This design comes from an exercise in tuning for small area, a short achievable clock period and few clock cycles per item on the open sky130 flow, not from production work.
RTL that was checked went through simulation tests only; none was proved equivalent to the original.
No functional check of the RTL was part of runs 3 and 4.
Power is estimated from default activity; no workload was simulated.

## flow/design.v (module list and top-level ports; edited modules follow where they fit)
// module des_sbox1: 162 lines
// module des_sbox2: 166 lines
// module des_sbox3: 156 lines
// module des_sbox4: 164 lines
// module des_sbox5: 174 lines
// module des_sbox6: 174 lines
// module des_sbox7: 160 lines
// module des_sbox8: 162 lines
// module des_sbox: 19 lines
// module des_core: 448 lines
module des_core (
  input  wire        clk,
  input  wire        rst,
  input  wire        start,
  input  wire [1:0]  op,
  input  wire [63:0] key,
  input  wire [63:0] din,
  output reg         busy,
  output reg         done,
  output reg         err,
  output wire [63:0] dout
);
  // ...
==> flow/flow/run.sh <==
#!/bin/bash
# Own layout flow: the standard flow (standard.sh, run whole), with
#  - port buffers of one fixed type instead of the default,
#  - other make settings given below.
# The clock period, constraints, power grid, placement, CTS and routing steps are the
# standard ones.  make's full output goes to standard.log in the work folder.
set -euo pipefail
bash standard.sh SETUP_SLACK_MARGIN=7 ADDER_MAP_FILE= "BUFFER_PORTS_ARGS=-buffer_cell sky130_fd_sc_hd__buf_1" finish > standard.log 2>&1
==> flow/standard.sh <==
#!/bin/bash
# synth_recipe.tcl (not shown) runs the flow's synth.tcl, then flattens the netlist and writes it again
# the make line also repeats each setting of config.mk as NAME=value (left out here)
make -C /OpenROAD-flow-scripts/flow DESIGN_CONFIG=/design/flow/config.mk WORK_HOME=/design/flow/orfs CLKGATE_MAP_FILE= SYNTH_SCRIPT=/design/flow/synth_recipe.tcl "${@:-finish}"
==> flow/config.mk <==
export PLATFORM = sky130hd
export DESIGN_NAME = des_core
export DESIGN_NICKNAME = des_core
export VERILOG_FILES = /design/flow/design.v
export SDC_FILE = /design/flow/constraint.sdc
export NUM_CORES = 4
export LEC_CHECK = 0
export ABC_AREA = 1
export CAP_MARGIN = 20
export CORE_MARGIN = 2
export CORE_UTILIZATION = 55
export CTS_BUF_LIST = sky130_fd_sc_hd__clkbuf_4 sky130_fd_sc_hd__clkbuf_8
export SLEW_MARGIN = 20
==> flow/constraint.sdc <==
create_clock -name core_clock -period 10.0 [get_ports {clk}]
set_input_delay 2.0000 -clock core_clock [delete_from_list [all_inputs] [get_ports {clk}]]
set_output_delay 2.0000 -clock core_clock [all_outputs]
set_load 0.01 [all_outputs]
==> results.ini, run 1 <==
[placed_design]
port_buffers=191
place_inst=1998
hpwlAfterDp_um=26600
post_dp_cell_area_um2=11600

[layout]
clock_area_share_pct=3.00
sh_seq_area_pct=25.4
design_area_um2=13100
final_common_cell=nand2_1
buffers=257
seq_cell_count=130

[synthesis]
post-synth-top-count-cell=nand2_1
synth_compound_area_share_pct=22.3
synthSimpleGateAreaFrac_pct=30.9
synth.cell_area_um2=10700
syn_nets=1731

[pwr]
p_clk_mw=0.476
p_switching_mw=0.745

[setup_path]
r2r_cells=6
rrSetupSlack_ns=7.10
path_depth=11
crit_path_end_kind=flop

[global_route]
use_met2_pct=56.6
globalRouteMet1Util_pct=49.0
grt_pass1_wl_um=59600

[sta]
finalSetupViolCount=0
holdWs_ns=0.470

[floorplan]
fp-row-count=50
core_area_um2=18900

[outcome]
status=timing/DRC/antenna clean

[routing]
vias=12764

Testbench counts, summed over its fixed seeds: cycles 8,736, blocks 512.
==> run 2: changes to the inputs <==
--- a/flow/config.mk
+++ b/flow/config.mk
@@ -8,6 +8,6 @@
 export ABC_AREA = 1
 export CAP_MARGIN = 20
 export CORE_MARGIN = 2
-export CORE_UTILIZATION = 55
+export CORE_UTILIZATION = 40
 export CTS_BUF_LIST = sky130_fd_sc_hd__clkbuf_4 sky130_fd_sc_hd__clkbuf_8
 export SLEW_MARGIN = 20
==> results.ini, run 2 <==
[outcome]
status=timing/DRC/antenna clean  ; unchanged

[routing]
drc=0  ; unchanged
post_drt_wl_per_cell_um=18.8  ; was 19.1 um
top_layer_used=met4  ; unchanged
avgViaCountPerCell=5.75  ; was 6.10
wl_met3_um=3400  ; was 5170 um
drt-total-wl_um=40400  ; was 40000 um
dr.first_iter.drc_count=1491  ; was 1815
first_pass_iters=17  ; was 8
wl_met2_um=18300  ; was 17100 um
vias=12373  ; was 12764
drtAntennaViolNets=0  ; unchanged
met1_length_um=17400  ; was 15300 um

[clock_network]
htreeDepth=4  ; unchanged
clock-sinks=130  ; unchanged
cts_buffer_depth=2  ; unchanged
clkLatencyLatePin_ns=0.48  ; was 0.49 ns
cts_tree=built  ; unchanged
cts_buffers=17  ; unchanged
ctsHoldBuffers=0  ; unchanged
clkTransAtPathRegs_ns=0.10  ; about the same
cts-root-buf=clkbuf_8  ; unchanged

[placed_design]
port_buffers=191  ; unchanged
hpwlAfterDp_um=28800  ; was 26600 um
post_dp_cell_area_um2=11700  ; was 11600 um^2
gp_congestion=0.920  ; was 1.04

[global_route]
grt_overflow=0  ; unchanged
grt_max_degree=88  ; unchanged
grt_usage_pct=28.0  ; was 37.3%
grt_pass1_vias=11012  ; was 11256
antenna_found_initial=0  ; unchanged
grt_pass1_wl_um=62000  ; was 59600 um

[layout]
layout_common_cells=nand2_1 (473), inv_1 (136), buf_1 (128)  ; was nand2_1 (473), inv_1 (137), nor2_1 (125), buf_1 (125)
syn2layout_area_growth_pct=19.8  ; was 22.5%
layout-drive-gt1-share_pct=16.8  ; was 18.5%
design_area_um2=12800  ; was 13100 um^2
reg.largest.list=cd: 56 flops, l_half: 32 flops, r_half: 32 flops  ; unchanged
register_area_um2=3330  ; about the same
nNetsFinal=1937  ; was 1953
largest_reg_flops=56  ; unchanged
top_register=cd  ; unchanged
final_common_cell=nand2_1  ; unchanged
multiInputGateArea_um2=6710  ; was 6770 um^2
n_fill_cell=2720  ; was 1631

[setup_path]
arrival_ns=0.99  ; was 3.29 ns
cp_cell_sequence=buf_6  ; was buf_8 -> nor2_4 -> inv_2 -> nor2_4 -> buf_12 -> nor2_4 -> inv_2 -> o21ai_4 -> clkbuf_16 -> inv_6 -> o221ai_1
start_kind=flop  ; was primary input
crit_path_max_incr_delay_ns=0.41  ; was 0.24 ns
critPathBufInv=1  ; was 6
path_class=flop to output pin  ; was primary input to flop
worstPathRequired_ns=8.00  ; was 10.20 ns
cp_top_family=flip-flops  ; was buffers and inverters
crit_path_end_kind=output pin  ; was flop
cp_slowest_cell=dfxtp_4  ; was clkbuf_16
crit_fanout=2  ; was 4

[floorplan]
start_util_pct=40.9  ; was 56.5%
fp-row-count=59  ; was 50
die_w_um=167  ; was 143 um
die_area_um2=28000  ; was 20500 um^2
die_y_um=167  ; was 143 um
pin_count=200  ; unchanged
core_area_um2=26100  ; was 18900 um^2

[pwr]
clockPowerShare_pct=27.1  ; was 26.4%
ir_drop_v=0.0000643  ; was 0.0000840 V
p_leak_nw=5.69  ; was 5.87 nW
p_switching_mw=0.747  ; was 0.745 mW
switching_share_pct=41.8  ; was 41.3%
p_int_mw=1.04  ; was 1.06 mW
combPwrFrac_pct=37.5  ; was 38.5%
powerDensity_nw_per_um2=140  ; was 138 nW/um^2
pwr-share-seq_pct=35.4  ; was 35.2%

[sta]
final.setup.tns_ns=0  ; unchanged
drv_slew=0  ; unchanged
timing_hold_violations_final=0  ; unchanged
rsz0062_at_grt=yes  ; unchanged
fmax_ghz=0.334  ; was 0.324 GHz
period_minus_slack_ns=2.99  ; was 3.09 ns
max_slew_margin_pct=32.3  ; was 38.0%
fin_crit_sh_pct=29.9  ; was 30.9%
finalClockSkew_ns=0.0220  ; was 0.0174 ns
tightest_slew_ns=1.01  ; was 0.930 ns
finalSetupViolCount=0  ; unchanged

[synthesis]
synth_ff_type=dfxtp_1  ; unchanged
synth_warnings=1  ; unchanged
syn_inst=1598  ; unchanged
synth_common_cells=nand2_1 (476), inv_1 (139), nor2_1 (128)  ; unchanged
synth_top_area_share_pct=16.7  ; unchanged
async_reset_ff_share_pct=0  ; unchanged
post-synth-top-count-cell=nand2_1  ; unchanged
ys_types=56  ; unchanged
syn_avg_cell_area_um2=6.68  ; unchanged
synth_edf_count=57  ; unchanged
synth.cell_area_um2=10700  ; unchanged
ys_seq_elements=130  ; unchanged
syn_nets=1731  ; unchanged
ys_seq_area_share_pct=29.7  ; unchanged
ys_top_cells_by_area=nand2_1 (17%), edfxtp_1 (16%), dfxtp_1 (14%), o21ai_0 (5.0%), inv_1 (4.9%)  ; unchanged
yosys.area.top_type=nand2_1  ; unchanged

[worst_hold_path]
hold_path.class=flop to flop  ; unchanged

[job]
maxCapViolations=0  ; unchanged

-- run 2: changes by cell type in the layout (fill, tap and decap cells not counted), sizes merged --
cell	before	now
buf	244	238
clkbuf	28	22
inv	174	170
bufbuf	2	0
clkinvlp	1	3
diode	0	1
-- run 2: metal layers --
layer | up-vias | GRT usage (%)
met5 | - | 0
met4 | 0 | 9.30
li1 | 5866 | -
met3 | 84 | 3.33
met2 | 638 | 44.8
met1 | 5785 | 39.4
-- run 2: final cells by class --
type / instances / share of cell area (%)
Multi-Input combinational cell: 1250 / 52.4
Inverter: 161 / 4.92
Antenna cell: 1 / 0.0196
Timing Repair Buffer: 243 / 10.1
Tap cell: 335 / 3.28
Timing Repair inverter: 1 / 0.0685
Sequential cell: 130 / 26.1
Clock inverter: 15 / 1.24
Clock buffer: 17 / 1.83
-- run 2: timing repair --
action | CTS | global route
pin swaps | 2 | 1
gates resized for setup | 159 | 35
buffers inserted | 32 | 11
setup endpoints to repair | 172 | 136
cloned | 2 | 2
-- run 2: final timing paths --
| check | cells after the start | slack [ns] | startpoint | end |
|---|---|---|---|---|
| setup / recovery | 1 | 7.01 | r_half[23] | dout[4] |
| hold / removal | 2 | 0.47 | busy | busy |
| setup reg to reg | 7 | 7.25 | run | cd[1] |
| hold reg to reg | 2 | 0.47 | busy | busy |
-- run 2: worst min-delay path, cell delays in order, from the launching register on --
cell and delay [ns]:
dfxtp_2 0.33, nand2_1 0.05, a21oi_1 0.05
-- run 2: through the flow --
| stage | hold WS, ns | util [%] | setup WS (ns) | std cells | power, mW |
|---|---|---|---|---|---|
| global placement | 0.448 | 44.6 | 5.98 | 2073 | 1.27 |
| detailed placement | 0.459 | 44.6 | 5.96 | 2073 | 1.27 |
| finish | 0.469 | 49.0 | 7.01 | 2153 | 1.79 |
| CTS | 0.477 | 48.2 | 6.97 | 2139 | 1.78 |
| global route | 0.492 | 48.9 | 6.97 | 2152 | 1.90 |
| floorplan | 0.432 | - | 6.29 | 1598 | 1.09 |
-- run 2: cell families (layout without fill, tap and decap cells) --
group,count (synthesis),after routing,synth area share (%)
simple gates,784,785,30.9
buf+inv,219,437,8.07
compound gates,387,387,22.3
flops,130,130,29.7
xor+xnor,78,78,9.00
other cells,0,1,0
-- run 2: power groups by stage --
stage | clock network (mW) | logic (mW) | registers (mW)
3_3_place_gp | 0 | 0.607 | 0.663
5_1_grt | 0.510 | 0.750 | 0.636
3_5_place_dp | 0 | 0.604 | 0.664
4_1_cts | 0.493 | 0.651 | 0.633
2_1_floorplan | 0 | 0.450 | 0.645
6_report | 0.485 | 0.672 | 0.633
==> module des_core, before the edit <==
module des_core (
  input  wire        clk,
  input  wire        rst,
  input  wire        start,
  input  wire [1:0]  op,
  input  wire [63:0] key,
  input  wire [63:0] din,
  output reg         busy,
  output reg         done,
  output reg         err,
  output wire [63:0] dout
);
  function [63:0] ip;
    input [63:0] x;
    begin
      ip[63] = x[6];
      ip[62] = x[14];
      ip[61] = x[22];
      ip[60] = x[30];
      ip[59] = x[38];
      ip[58] = x[46];
      ip[57] = x[54];
      ip[56] = x[62];
      ip[55] = x[4];
      ip[54] = x[12];
      ip[53] = x[20];
      ip[52] = x[28];
      ip[51] = x[36];
      ip[50] = x[44];
      ip[49] = x[52];
      ip[48] = x[60];
      ip[47] = x[2];
      ip[46] = x[10];
      ip[45] = x[18];
      ip[44] = x[26];
      ip[43] = x[34];
      ip[42] = x[42];
      ip[41] = x[50];
      ip[40] = x[58];
      ip[39] = x[0];
      ip[38] = x[8];
      ip[37] = x[16];
      ip[36] = x[24];
      ip[35] = x[32];
      ip[34] = x[40];
      ip[33] = x[48];
      ip[32] = x[56];
      ip[31] = x[7];
      ip[30] = x[15];
      ip[29] = x[23];
      ip[28] = x[31];
      ip[27] = x[39];
      ip[26] = x[47];
      ip[25] = x[55];
      ip[24] = x[63];
      ip[23] = x[5];
      ip[22] = x[13];
      ip[21] = x[21];
      ip[20] = x[29];
      ip[19] = x[37];
      ip[18] = x[45];
      ip[17] = x[53];
      ip[16] = x[61];
      ip[15] = x[3];
      ip[14] = x[11];
      ip[13] = x[19];
      ip[12] = x[27];
      ip[11] = x[35];
      ip[10] = x[43];
      ip[9] = x[51];
      ip[8] = x[59];
      ip[7] = x[1];
      ip[6] = x[9];
      ip[5] = x[17];
      ip[4] = x[25];
      ip[3] = x[33];
      ip[2] = x[41];
      ip[1] = x[49];
      ip[0] = x[57];
    end
  endfunction
  function [63:0] fp;
    input [63:0] x;
    begin
      fp[63] = x[24];
      fp[62] = x[56];
      fp[61] = x[16];
      fp[60] = x[48];
      fp[59] = x[8];
      fp[58] = x[40];
      fp[57] = x[0];
      fp[56] = x[32];
      fp[55] = x[25];
      fp[54] = x[57];
      fp[53] = x[17];
      fp[52] = x[49];
      fp[51] = x[9];
      fp[50] = x[41];
      fp[49] = x[1];
      fp[48] = x[33];
      fp[47] = x[26];
      fp[46] = x[58];
      fp[45] = x[18];
      fp[44] = x[50];
      fp[43] = x[10];
      fp[42] = x[42];
      fp[41] = x[2];
      fp[40] = x[34];
      fp[39] = x[27];
      fp[38] = x[59];
      fp[37] = x[19];
      fp[36] = x[51];
      fp[35] = x[11];
      fp[34] = x[43];
      fp[33] = x[3];
      fp[32] = x[35];
      fp[31] = x[28];
      fp[30] = x[60];
      fp[29] = x[20];
      fp[28] = x[52];
      fp[27] = x[12];
      fp[26] = x[44];
      fp[25] = x[4];
      fp[24] = x[36];
      fp[23] = x[29];
      fp[22] = x[61];
      fp[21] = x[21];
      fp[20] = x[53];
      fp[19] = x[13];
      fp[18] = x[45];
      fp[17] = x[5];
      fp[16] = x[37];
      fp[15] = x[30];
      fp[14] = x[62];
      fp[13] = x[22];
      fp[12] = x[54];
      fp[11] = x[14];
      fp[10] = x[46];
      fp[9] = x[6];
      fp[8] = x[38];
      fp[7] = x[31];
      fp[6] = x[63];
      fp[5] = x[23];
      fp[4] = x[55];
      fp[3] = x[15];
      fp[2] = x[47];
      fp[1] = x[7];
      fp[0] = x[39];
    end
  endfunction
  function [47:0] expand;
    input [31:0] x;
    begin
      expand[47] = x[0];
      expand[46] = x[31];
      expand[45] = x[30];
      expand[44] = x[29];
      expand[43] = x[28];
      expand[42] = x[27];
      expand[41] = x[28];
      expand[40] = x[27];
      expand[39] = x[26];
      expand[38] = x[25];
      expand[37] = x[24];
      expand[36] = x[23];
      expand[35] = x[24];
      expand[34] = x[23];
      expand[33] = x[22];
      expand[32] = x[21];
      expand[31] = x[20];
      expand[30] = x[19];
      expand[29] = x[20];
      expand[28] = x[19];
      expand[27] = x[18];
      expand[26] = x[17];
      expand[25] = x[16];
      expand[24] = x[15];
      expand[23] = x[16];
      expand[22] = x[15];
      expand[21] = x[14];
      expand[20] = x[13];
      expand[19] = x[12];
      expand[18] = x[11];
      expand[17] = x[12];
      expand[16] = x[11];
      expand[15] = x[10];
      expand[14] = x[9];
      expand[13] = x[8];
      expand[12] = x[7];
      expand[11] = x[8];
      expand[10] = x[7];
      expand[9] = x[6];
      expand[8] = x[5];
      expand[7] = x[4];
      expand[6] = x[3];
      expand[5] = x[4];
      expand[4] = x[3];
      expand[3] = x[2];
      expand[2] = x[1];
      expand[1] = x[0];
      expand[0] = x[31];
    end
  endfunction
  function [31:0] pperm;
    input [31:0] x;
    begin
      pperm[31] = x[16];
      pperm[30] = x[25];
      pperm[29] = x[12];
      pperm[28] = x[11];
      pperm[27] = x[3];
      pperm[26] = x[20];
      pperm[25] = x[4];
      pperm[24] = x[15];
      pperm[23] = x[31];
      pperm[22] = x[17];
      pperm[21] = x[9];
      pperm[20] = x[6];
      pperm[19] = x[27];
      pperm[18] = x[14];
      pperm[17] = x[1];
      pperm[16] = x[22];
      pperm[15] = x[30];
      pperm[14] = x[24];
      pperm[13] = x[8];
      pperm[12] = x[18];
      pperm[11] = x[0];
      pperm[10] = x[5];
      pperm[9] = x[29];
      pperm[8] = x[23];
      pperm[7] = x[13];
      pperm[6] = x[19];
      pperm[5] = x[2];
      pperm[4] = x[26];
      pperm[3] = x[10];
      pperm[2] = x[21];
      pperm[1] = x[28];
      pperm[0] = x[7];
    end
  endfunction
  function [55:0] pc1;
    input [63:0] x;
    begin
      pc1[55] = x[7];
      pc1[54] = x[15];
      pc1[53] = x[23];
      pc1[52] = x[31];
      pc1[51] = x[39];
      pc1[50] = x[47];
      pc1[49] = x[55];
      pc1[48] = x[63];
      pc1[47] = x[6];
      pc1[46] = x[14];
      pc1[45] = x[22];
      pc1[44] = x[30];
      pc1[43] = x[38];
      pc1[42] = x[46];
      pc1[41] = x[54];
      pc1[40] = x[62];
      pc1[39] = x[5];
      pc1[38] = x[13];
      pc1[37] = x[21];
      pc1[36] = x[29];
      pc1[35] = x[37];
      pc1[34] = x[45];
      pc1[33] = x[53];
      pc1[32] = x[61];
      pc1[31] = x[4];
      pc1[30] = x[12];
      pc1[29] = x[20];
      pc1[28] = x[28];
      pc1[27] = x[1];
      pc1[26] = x[9];
      pc1[25] = x[17];
      pc1[24] = x[25];
      pc1[23] = x[33];
      pc1[22] = x[41];
      pc1[21] = x[49];
      pc1[20] = x[57];
      pc1[19] = x[2];
      pc1[18] = x[10];
      pc1[17] = x[18];
      pc1[16] = x[26];
      pc1[15] = x[34];
      pc1[14] = x[42];
      pc1[13] = x[50];
      pc1[12] = x[58];
      pc1[11] = x[3];
      pc1[10] = x[11];
      pc1[9] = x[19];
      pc1[8] = x[27];
      pc1[7] = x[35];
      pc1[6] = x[43];
      pc1[5] = x[51];
      pc1[4] = x[59];
      pc1[3] = x[36];
      pc1[2] = x[44];
      pc1[1] = x[52];
      pc1[0] = x[60];
    end
  endfunction
  function [47:0] pc2;
    input [55:0] x;
    begin
      pc2[47] = x[42];
      pc2[46] = x[39];
      pc2[45] = x[45];
      pc2[44] = x[32];
      pc2[43] = x[55];
      pc2[42] = x[51];
      pc2[41] = x[53];
      pc2[40] = x[28];
      pc2[39] = x[41];
      pc2[38] = x[50];
      pc2[37] = x[35];
      pc2[36] = x[46];
      pc2[35] = x[33];
      pc2[34] = x[37];
      pc2[33] = x[44];
      pc2[32] = x[52];
      pc2[31] = x[30];
      pc2[30] = x[48];
      pc2[29] = x[40];
      pc2[28] = x[49];
      pc2[27] = x[29];
      pc2[26] = x[36];
      pc2[25] = x[43];
      pc2[24] = x[54];
      pc2[23] = x[15];
      pc2[22] = x[4];
      pc2[21] = x[25];
      pc2[20] = x[19];
      pc2[19] = x[9];
      pc2[18] = x[1];
      pc2[17] = x[26];
      pc2[16] = x[16];
      pc2[15] = x[5];
      pc2[14] = x[11];
      pc2[13] = x[23];
      pc2[12] = x[8];
      pc2[11] = x[12];
      pc2[10] = x[7];
      pc2[9] = x[17];
      pc2[8] = x[0];
      pc2[7] = x[22];
      pc2[6] = x[3];
      pc2[5] = x[10];
      pc2[4] = x[14];
      pc2[3] = x[6];
      pc2[2] = x[20];
      pc2[1] = x[27];
      pc2[0] = x[24];
    end
  endfunction
  function [55:0] rotl1;
    input [55:0] v;
    rotl1 = {v[54:28], v[55], v[26:0], v[27]};
  endfunction
  function [55:0] rotl2;
    input [55:0] v;
    rotl2 = {v[53:28], v[55:54], v[25:0], v[27:26]};
  endfunction
  function [55:0] rotr1;
    input [55:0] v;
    rotr1 = {v[28], v[55:29], v[0], v[27:1]};
  endfunction
  function [55:0] rotr2;
    input [55:0] v;
    rotr2 = {v[29:28], v[55:30], v[1:0], v[27:2]};
  endfunction
  reg  [31:0] l_half, r_half;
  reg  [55:0] cd;
  reg  [3:0]  cnt;
  reg         dec;
  reg         key_valid;
  reg         run;           
  wire accept = start && !run;
  wire acc_ks  = accept && (op == 2'd0);
  wire acc_blk = accept && (op == 2'd1 || op == 2'd2) && key_valid;
  wire acc_dec = accept && (op == 2'd2) && key_valid;
  wire [47:0] s_in = expand(r_half) ^ pc2(cd);
  wire [31:0] s_out;
  genvar g;
  generate
    for (g = 0; g < 8; g = g + 1) begin : g_sbox
      des_sbox #(.BOX(g + 1)) u_sbox (.x(s_in[47 - 6*g -: 6]), .y(s_out[31 - 4*g -: 4]));
    end
  endgenerate
  wire [31:0] r_next = l_half ^ pperm(s_out);
  wire [63:0] ip_din = ip(din);
  wire one = (cnt == 4'd0) || (cnt == 4'd7) || (cnt == 4'd14) || (cnt == 4'd15);
  reg  [55:0] cd_step;
  always @(*) begin
    case ({dec, one})
      2'b00:   cd_step = rotl2(cd);
      2'b01:   cd_step = rotl1(cd);
      2'b10:   cd_step = rotr2(cd);
      default: cd_step = (cnt == 4'd15) ? cd : rotr1(cd);
    endcase
  end
  assign dout = fp({r_half, l_half});
  always @(posedge clk) begin
    if (run) begin
      l_half <= r_half;
      r_half <= r_next;
    end else begin
      l_half <= ip_din[63:32];
      r_half <= ip_din[31:0];
    end
    cnt <= run ? cnt + 4'd1 : 4'd0;
    if (run)
      cd <= cd_step;
    else if (acc_ks)
      cd <= rotl1(pc1(key));
    else if (acc_dec)
      cd <= rotr1(cd);
    if (acc_blk)
      dec <= op[1];
    if (rst) begin
      busy      <= 1'b0;
      run       <= 1'b0;
      done      <= 1'b0;
      err       <= 1'b0;
      key_valid <= 1'b0;
    end else begin
      done <= 1'b0;
      err  <= 1'b0;
      if (run) begin
        if (cnt == 4'd15) begin
          busy <= 1'b0;
          run  <= 1'b0;
          done <= 1'b1;
        end
      end else if (accept) begin
        if (op == 2'd0) begin
          key_valid <= 1'b1;
          done      <= 1'b1;
        end else if (acc_blk) begin
          busy <= 1'b1;
          run  <= 1'b1;
        end else begin
          done <= 1'b1;
          err  <= 1'b1;
        end
      end
    end
  end
endmodule
==> run 3: changes to the inputs <==
--- a/flow/design.v
+++ b/flow/design.v
@@ -1725,14 +1725,14 @@
   endgenerate
   wire [31:0] r_next = l_half ^ pperm(s_out);
   wire [63:0] ip_din = ip(din);
-  wire one = (cnt == 4'd0) || (cnt == 4'd7) || (cnt == 4'd14) || (cnt == 4'd15);
+  reg one, fin;
   reg  [55:0] cd_step;
   always @(*) begin
     case ({dec, one})
       2'b00:   cd_step = rotl2(cd);
       2'b01:   cd_step = rotl1(cd);
       2'b10:   cd_step = rotr2(cd);
-      default: cd_step = (cnt == 4'd15) ? cd : rotr1(cd);
+      default: cd_step = fin ? cd : rotr1(cd);
     endcase
   end
   assign dout = fp({r_half, l_half});
@@ -1745,6 +1745,8 @@
       r_half <= ip_din[31:0];
     end
     cnt <= run ? cnt + 4'd1 : 4'd0;
+    one <= run ? (cnt == 4'd6 || cnt == 4'd13 || cnt == 4'd14) : 1'b1;
+    fin <= run && cnt == 4'd14;
     if (run)
       cd <= cd_step;
     else if (acc_ks)
@@ -1763,7 +1765,7 @@
       done <= 1'b0;
       err  <= 1'b0;
       if (run) begin
-        if (cnt == 4'd15) begin
+        if (fin) begin
           busy <= 1'b0;
           run  <= 1'b0;
           done <= 1'b1;
==> results.ini, run 3 <==
[outcome]
status=timing/DRC/antenna clean  ; unchanged

[sta]
timing_hold_violations_final=0  ; unchanged
rsz0062_at_grt=yes  ; unchanged
finalSetupViolCount=0  ; unchanged
max_slew_margin_pct=36.6  ; was 32.3%
period_minus_slack_ns=3.05  ; was 2.99 ns
fmax_ghz=0.328  ; was 0.334 GHz
setup_slack_ns=6.95  ; was 7.01 ns
finalClockSkew_ns=0.0208  ; was 0.0220 ns
tightest_slew_ns=0.945  ; was 1.01 ns
final.setup.tns_ns=0  ; unchanged
drv_slew=0  ; unchanged
fin_crit_sh_pct=30.5  ; was 29.9%

[floorplan]
pin_count=200  ; unchanged
fp-row-count=58  ; was 59
die_area_um2=27200  ; was 28000 um^2
core_area_um2=25300  ; was 26100 um^2
start_util_pct=40.9  ; about the same
die_w_um=165  ; was 167 um
die_y_um=165  ; was 167 um

[clock_network]
cts_buffer_depth=2  ; unchanged
cts-root-buf=clkbuf_8  ; unchanged
cts_tree=built  ; unchanged
ctsHoldBuffers=0  ; unchanged
clkTransAtPathRegs_ns=0.11  ; was 0.10 ns
clkLatencyLatePin_ns=0.48  ; about the same
clock-sinks=132  ; was 130
htreeDepth=4  ; unchanged
cts_buffers=17  ; unchanged

[routing]
avgViaCountPerCell=5.69  ; was 5.75
vias=12042  ; was 12373
drt-total-wl_um=39800  ; was 40400 um
dr.first_iter.drc_count=1332  ; was 1491
post_drt_wl_per_cell_um=18.8  ; about the same
first_pass_iters=7  ; was 17
drtAntennaViolNets=0  ; unchanged
drc=0  ; unchanged

[setup_path]
cp_slowest_cell=a21oi_4  ; was dfxtp_4
path_depth=11  ; was 1
r2r_cells=7  ; unchanged
critPathBufInv=7  ; was 1
crit_top_cell=buf_6
start_kind=primary input  ; was flop
path_class=primary input to flop  ; was flop to output pin
crit_path_end_kind=flop  ; was output pin
crit_path_max_incr_delay_ns=0.18  ; was 0.41 ns
arrival_ns=3.25  ; was 0.99 ns
crit_fanout=7  ; was 2
cp_top_family=buffers and inverters  ; was flip-flops
r2r_start=dec  ; was run
r2r_end=cd[29]  ; was cd[1]
endpoint=cd[39]  ; was dout[4]
cp_cell_sequence=buf_6 -> nor2_4 -> inv_2 -> nor2_4 -> buf_12 -> inv_6 -> a21oi_4 -> buf_6 -> buf_6 -> clkbuf_16 -> o221ai_2  ; was buf_6
crit_start=op[0]  ; was r_half[23]
worstPathRequired_ns=10.20  ; was 8.00 ns
rrSetupSlack_ns=7.13  ; was 7.25 ns

[synthesis]
synth_common_cells=nand2_1 (498), inv_1 (147), nand3_1 (110)  ; was nand2_1 (476), inv_1 (139), nor2_1 (128)
post-synth-top-count-cell=nand2_1  ; unchanged
synth.cell_area_um2=10400  ; was 10700 um^2
ys_types=50  ; was 56
ys_seq_area_share_pct=31.0  ; was 29.7%
yosys.area.top_type=nand2_1  ; unchanged
synth_ff_type=dfxtp_1  ; unchanged
synth_warnings=1  ; unchanged
syn_inst=1559  ; was 1598
synth_top_area_share_pct=18.0  ; was 16.7%
ys_seq_elements=132  ; was 130
async_reset_ff_share_pct=0  ; unchanged
ys_top_cells_by_area=nand2_1 (18%), edfxtp_1 (17%), dfxtp_1 (14%), inv_1 (5.3%), nand3_1 (5.3%)  ; was nand2_1 (17%), edfxtp_1 (16%), dfxtp_1 (14%), o21ai_0 (5.0%), inv_1 (4.9%)
syn_avg_cell_area_um2=6.65  ; was 6.68 um^2
syn_nets=1692  ; was 1731
synth_edf_count=57  ; unchanged

[layout]
layout_common_cells=nand2_1 (497), inv_1 (145), buf_1 (127)  ; was nand2_1 (473), inv_1 (136), buf_1 (128)
reg.largest.list=cd: 56 flops, l_half: 32 flops, r_half: 32 flops  ; unchanged
diodes=0  ; was 1
syn2layout_area_growth_pct=23.9  ; was 19.8%
largest_reg_flops=56  ; unchanged
final_util_pct=50.7  ; was 49.0%
final_common_cell=nand2_1  ; unchanged
layout-drive-gt1-share_pct=17.4  ; was 16.8%
nNetsFinal=1908  ; was 1937
design_area_um2=12800  ; about the same
top_register=cd  ; unchanged

[job]
maxCapViolations=0  ; unchanged

[global_route]
antenna_found_initial=0  ; unchanged
grt_max_degree=78  ; was 88
grt_overflow=0  ; unchanged
grt_pass1_wl_um=59800  ; was 62000 um
grt_usage_pct=28.7  ; was 28.0%
grt_pass1_vias=10804  ; was 11012

[placed_design]
gp_congestion=0.955  ; was 0.920
preCtsSetupSlack_ns=5.69  ; was 5.96 ns
post_dp_cell_area_um2=11400  ; was 11700 um^2
hpwlAfterDp_um=27900  ; was 28800 um
port_buffers=191  ; unchanged

[pwr]
ir_drop_v=0.0000926  ; was 0.0000643 V
p_leak_nw=5.67  ; was 5.69 nW
powerDensity_nw_per_um2=138  ; was 140 nW/um^2

[worst_hold_path]
hold_path.class=flop to flop  ; unchanged

run 3: changes by cell type after synthesis, moves of 10 or more:
cell,change
a21oi_1,+25
o21ai_0,-46
o221ai_1,+27
nor2_1,-21
a22oi_1,-36
nand3_1,+10
nand2_1,+22
o21ai_1,-11
o22ai_1,+16
run 3: timing repair:
action                                  4_1_cts  5_1_grt
pin swaps                                     2        5
endpoints found under the setup margin      174       76
buffers inserted                             35        9
gates cloned                                  6        1
gates resized for setup                     172       42
run 3: how the worst min path moves through the flow:
stage                     depth (start not counted)  slack, ns       from         to
final                                             1       0.48     cnt[0]     cnt[0]
after global routing                              2       0.50  r_half[9]  l_half[9]
after CTS                                         1       0.48     cnt[0]     cnt[0]
after detailed placement                          1       0.45     cnt[0]     cnt[0]
after global placement                            1       0.44     cnt[0]     cnt[0]
after floorplan                                   1       0.43     cnt[0]     cnt[0]
run 3: through the flow:
| step | total power [mW] | cells | hold slack (ns) |
|---|---|---|---|
| 5_1_grt | 1.87 | 2118 | 0.496 |
| 4_1_cts | 1.75 | 2108 | 0.478 |
| 2_1_floorplan | 1.08 | 1559 | 0.426 |
| 6_report | 1.77 | 2118 | 0.477 |
| 3_3_place_gp | 1.25 | 2035 | 0.445 |
| 3_5_place_dp | 1.24 | 2035 | 0.453 |
run 3: power breakdown:
group | total [mW] | leakage, nW | internal (mW) | switching, mW
Sequential | 0.639 | 1.17 | 0.600 | 0.0392
Combinational | 0.659 | 4.30 | 0.241 | 0.418
Clock | 0.477 | 0.202 | 0.188 | 0.289
run 3: final cells by class:
type / count / area (um^2)
tap: 330 / 413
timing repair buffer: 251 / 1550
inverter: 163 / 618
fill: 2584 / 12500
clock buffer: 17 / 234
sequential: 132 / 3370
clock inverter: 15 / 158
multi-input combinational: 1210 / 6490
run 3: cells by family after synthesis:
| family | count (synthesis) | synth area share [%] |
|---|---|---|
| AOI/OAI and AO/OA | 340 | 20.5 |
| xor gates and xnor gates | 80 | 8.64 |
| buffers and inverters | 217 | 8.06 |
| DFF | 132 | 31.0 |
| and+or+nand+nor | 790 | 31.8 |
run 3: worst reg2reg max path: cells and delay by family, from the launching register on:
family | cells | cell delay (ns)
buffers and inverters | 3 | 1.39
and+or+nand+nor | 1 | 0.32
DFF | 1 | 0.46
AOI/OAI and AO/OA | 3 | 0.44
run 3: routing by layer:
layer | part of all wire, % | wire [um] | up-vias | GRT usage, %
li1 | - | - | 5774 | -
met1 | 43 | 17000 | 5507 | 40.2
met2 | 44 | 17600 | 688 | 44.4
met3 | 9.8 | 3890 | 73 | 4.62
met4 | 3.3 | 1320 | 0 | 11.0
met5 | 0 | 0 | - | 0
==> run 4: changes to the inputs <==
--- a/flow/config.mk
+++ b/flow/config.mk
@@ -9,5 +9,7 @@
 export CAP_MARGIN = 20
 export CORE_MARGIN = 2
 export CORE_UTILIZATION = 40
-export CTS_BUF_LIST = sky130_fd_sc_hd__clkbuf_4 sky130_fd_sc_hd__clkbuf_8
+export CTS_BUF_LIST = sky130_fd_sc_hd__clkbuf_8 sky130_fd_sc_hd__clkbuf_16
+export CTS_CLUSTER_DIAMETER = 150
+export CTS_CLUSTER_SIZE = 40
 export SLEW_MARGIN = 20
==> results.ini, run 4 <==
[outcome]
status=timing/DRC/antenna clean  ; unchanged

[synthesis]
async_reset_ff_share_pct=0  ; unchanged
ys_seq_area_share_pct=31.0  ; unchanged
synth_ff_type=dfxtp_1  ; unchanged
synth_top_area_share_pct=18.0  ; unchanged
ys_top_cells_by_area=nand2_1 (18%), edfxtp_1 (17%), dfxtp_1 (14%), inv_1 (5.3%), nand3_1 (5.3%)  ; unchanged
synthSimpleGateAreaFrac_pct=31.8  ; unchanged
synth_common_cells=nand2_1 (498), inv_1 (147), nand3_1 (110)  ; unchanged
synth_edf_count=57  ; unchanged
synth_compound_area_share_pct=20.5  ; unchanged
synth_top_family_by_area=simple AND/OR/NAND/NOR gates  ; unchanged
yosys.area.top_type=nand2_1  ; unchanged
syn_inst=1559  ; unchanged
synth.area.mux_share_pct=0  ; unchanged
synth_xor_area_share_pct=8.64  ; unchanged
syn_nets=1692  ; unchanged
ys_seq_elements=132  ; unchanged
post-synth-top-count-cell=nand2_1  ; unchanged
synth-adder-area-share_pct=0  ; unchanged
synth.cell_area_um2=10400  ; unchanged
synth_warnings=1  ; unchanged
ys_types=50  ; unchanged
syn_avg_cell_area_um2=6.65  ; unchanged

[floorplan]
core_area_um2=25300  ; unchanged
pin_count=200  ; unchanged
die_area_um2=27200  ; unchanged
fp-row-count=58  ; unchanged
start_util_pct=40.9  ; unchanged
die_w_um=165  ; unchanged
die_y_um=165  ; unchanged

[sta]
fin_crit_sh_pct=31.1  ; was 30.5%
fmax_ghz=0.321  ; was 0.328 GHz
drv_slew=0  ; unchanged
tightest_slew_ns=0.927  ; was 0.945 ns
rsz0062_at_grt=yes  ; unchanged
finalClockSkew_ns=0.0166  ; was 0.0208 ns
period_minus_slack_ns=3.11  ; was 3.05 ns
final.setup.tns_ns=0  ; unchanged
setup_slack_ns=6.89  ; was 6.95 ns
max_slew_margin_pct=37.8  ; was 36.6%
timing_hold_violations_final=0  ; unchanged
finalSetupViolCount=0  ; unchanged

[layout]
layout_common_cells=nand2_1 (497), inv_1 (145), buf_1 (141)  ; was nand2_1 (497), inv_1 (145), buf_1 (127)
layout-drive-gt1-share_pct=15.6  ; was 17.4%
reg.largest.list=cd: 56 flops, l_half: 32 flops, r_half: 32 flops  ; unchanged
largest_reg_flops=56  ; unchanged
final_common_cell=nand2_1  ; unchanged
top_register=cd  ; unchanged
syn2layout_area_growth_pct=25.9  ; was 23.9%
diodes=0  ; unchanged
nNetsFinal=1903  ; was 1908
n_fill_cell=2543  ; was 2584

[job]
maxCapViolations=0  ; unchanged

[pwr]
p_switching_mw=0.770  ; was 0.747 mW
ir_drop_v=0.0000901  ; was 0.0000926 V
total_power_mw=1.95  ; was 1.77 mW
p_int_mw=1.18  ; was 1.03 mW
combPwrFrac_pct=34.1  ; was 37.1%
clockPowerShare_pct=32.9  ; was 26.9%
switching_share_pct=39.6  ; was 42.1%
powerDensity_nw_per_um2=149  ; was 138 nW/um^2
pwr-share-seq_pct=33.0  ; was 36.0%
p_leak_nw=5.73  ; was 5.67 nW

[setup_path]
crit_path_max_incr_delay_ns=0.20  ; was 0.18 ns
cp_slowest_cell=a21oi_4  ; unchanged
crit_fanout=7  ; unchanged
arrival_ns=3.27  ; was 3.25 ns
r2r_cells=7  ; unchanged
start_kind=primary input  ; unchanged
cp_cell_sequence=buf_8 -> nor2_4 -> inv_2 -> nor2_4 -> buf_12 -> inv_8 -> a21oi_4 -> buf_6 -> buf_12 -> clkbuf_16 -> o221ai_1  ; was buf_6 -> nor2_4 -> inv_2 -> nor2_4 -> buf_12 -> inv_6 -> a21oi_4 -> buf_6 -> buf_6 -> clkbuf_16 -> o221ai_2
path_class=primary input to flop  ; unchanged
crit_path_end_kind=flop  ; unchanged
worstPathRequired_ns=10.16  ; was 10.20 ns

[routing]
drtAntennaViolNets=0  ; unchanged
drc=0  ; unchanged
drt-total-wl_um=40700  ; was 39800 um
vias=12207  ; was 12042
post_drt_wl_per_cell_um=19.2  ; was 18.8 um
dr.first_iter.drc_count=1474  ; was 1332
first_pass_iters=6  ; was 7
avgViaCountPerCell=5.78  ; was 5.69

[global_route]
grt_pass1_wl_um=60200  ; was 59800 um
grt_usage_pct=29.1  ; was 28.7%
grt_max_degree=78  ; unchanged
antenna_found_initial=0  ; unchanged
grt_overflow=0  ; unchanged
grt_pass1_vias=10893  ; was 10804

[clock_network]
cts_buffers=17  ; unchanged
clkLatencyLatePin_ns=0.44  ; was 0.48 ns
ctsHoldBuffers=0  ; unchanged
cts_tree=built  ; unchanged
clkTransAtPathRegs_ns=0.08  ; was 0.11 ns
cts_buffer_depth=2  ; unchanged
clock-sinks=132  ; unchanged
cts-root-buf=clkbuf_16  ; was clkbuf_8
htreeDepth=4  ; unchanged

[placed_design]
gp_congestion=0.955  ; unchanged
hpwlAfterDp_um=27900  ; unchanged
preCtsSetupSlack_ns=5.69  ; unchanged
port_buffers=191  ; unchanged

[worst_hold_path]
hold_path.class=flop to flop  ; unchanged
holdPathStages=1  ; unchanged

[run 4: cell counts after synthesis]
No cell type changed its count.
[run 4: stage by stage]
step | instances | utilization, % | area, um^2 | hold WS (ns)
after floorplan | 1559 | - | 10400 | 0.426
after global placement | 2035 | 45.0 | 11400 | 0.445
after detailed placement | 2035 | 45.0 | 11400 | 0.453
after CTS | 2101 | 50.4 | 12800 | 0.470
after global routing | 2113 | 51.5 | 13100 | 0.497
final | 2113 | 51.5 | 13100 | 0.470
[run 4: worst max-delay path: cells and delay by family]
family	cells	cell delay (ns)
buffers and inverters	7	0.74
AOI/OAI and AO/OA	2	0.31
and+or+nand+nor	2	0.21
[run 4: path summary, 6_finish.rpt]
path             to  slack [ns]   start
min          cnt[0]        0.47  cnt[0]
max reg2reg  cd[54]        7.08     dec
min reg2reg  cnt[0]        0.47  cnt[0]
max          cd[28]        6.89   op[1]
[run 4: routing by layer]
metal / vias to the layer above / wire length [um] / GRT usage [%]
li1: 5762 / - / -
met1: 5591 / 17300 / 39.6
met2: 739 / 17900 / 44.6
met3: 115 / 3680 / 5.12
met4: 0 / 1770 / 13.9
met5: - / 0 / 0
[run 4: final cells by class]
type,count,area (um^2),share of cell area (%)
multi-input combinational,1210,6510,49.9
sequential,132,3330,25.5
timing repair buffer,246,1590,12.2
inverter,163,621,4.76
clock buffer,17,425,3.26
tap,330,413,3.16
clock inverter,15,158,1.21
[run 4: power groups by stage]
stage | logic [mW] | clock network [mW] | registers [mW]
global route | 0.731 | 0.667 | 0.646
floorplan | 0.429 | 0 | 0.651
finish | 0.663 | 0.641 | 0.643
detailed placement | 0.576 | 0 | 0.667
global placement | 0.582 | 0 | 0.667
CTS | 0.632 | 0.648 | 0.644
[run 4: what timing repair did]
action / CTS / global route
resized for setup: 138 / 36
cloned: 8 / 7
buffers inserted: 26 / 5
pin swaps: 3 / 2
endpoints found under the hold margin: 0 / 0
setup endpoints to repair: 154 / 138
[run 4: logic make-up after synthesis]
| logic type | Yosys count |
|---|---|
| xor+xnor | 80 |
| simple gates | 790 |
| flops | 132 |
| buf+inv | 217 |
| compound gates | 340 |

## static timing again, ports no longer ideal
Ports are ideal in the flow. The routed layouts listed here were re-timed in OpenROAD.
Step 1 sets driving cells, clkbuf_16 on the clock port and buf_2 on the other inputs (assumed; they add their load-dependent delay and slew).
Step 2, shift: input delay + t, output delay - t, t = (earliest + latest rising clock arrival at the registers) / 2. This alone moves slack from input paths to output paths.
Slacks: ideal / step 1 / step 2; pairs: ideal / step 1.
run | t, ns | setup WS [ns] | slew at the worst register clock pin (ns)
run 1 | 0.520 | 6.912 / 6.915 / 6.394 | 0.10 / 0.10
run 2 | 0.513 | 7.005 / 6.962 / 6.555 | 0.11 / 0.11
run 3 | 0.512 | 6.954 / 6.963 / 6.451 | 0.11 / 0.11
run 4 | 0.486 | 6.888 / 6.894 / 6.408 | 0.08 / 0.08
After both steps every run listed still meets setup and hold. For run 1, which loses most, drivers alone change the setup slack by +0.003 ns; drivers and shift together by -0.518 ns.
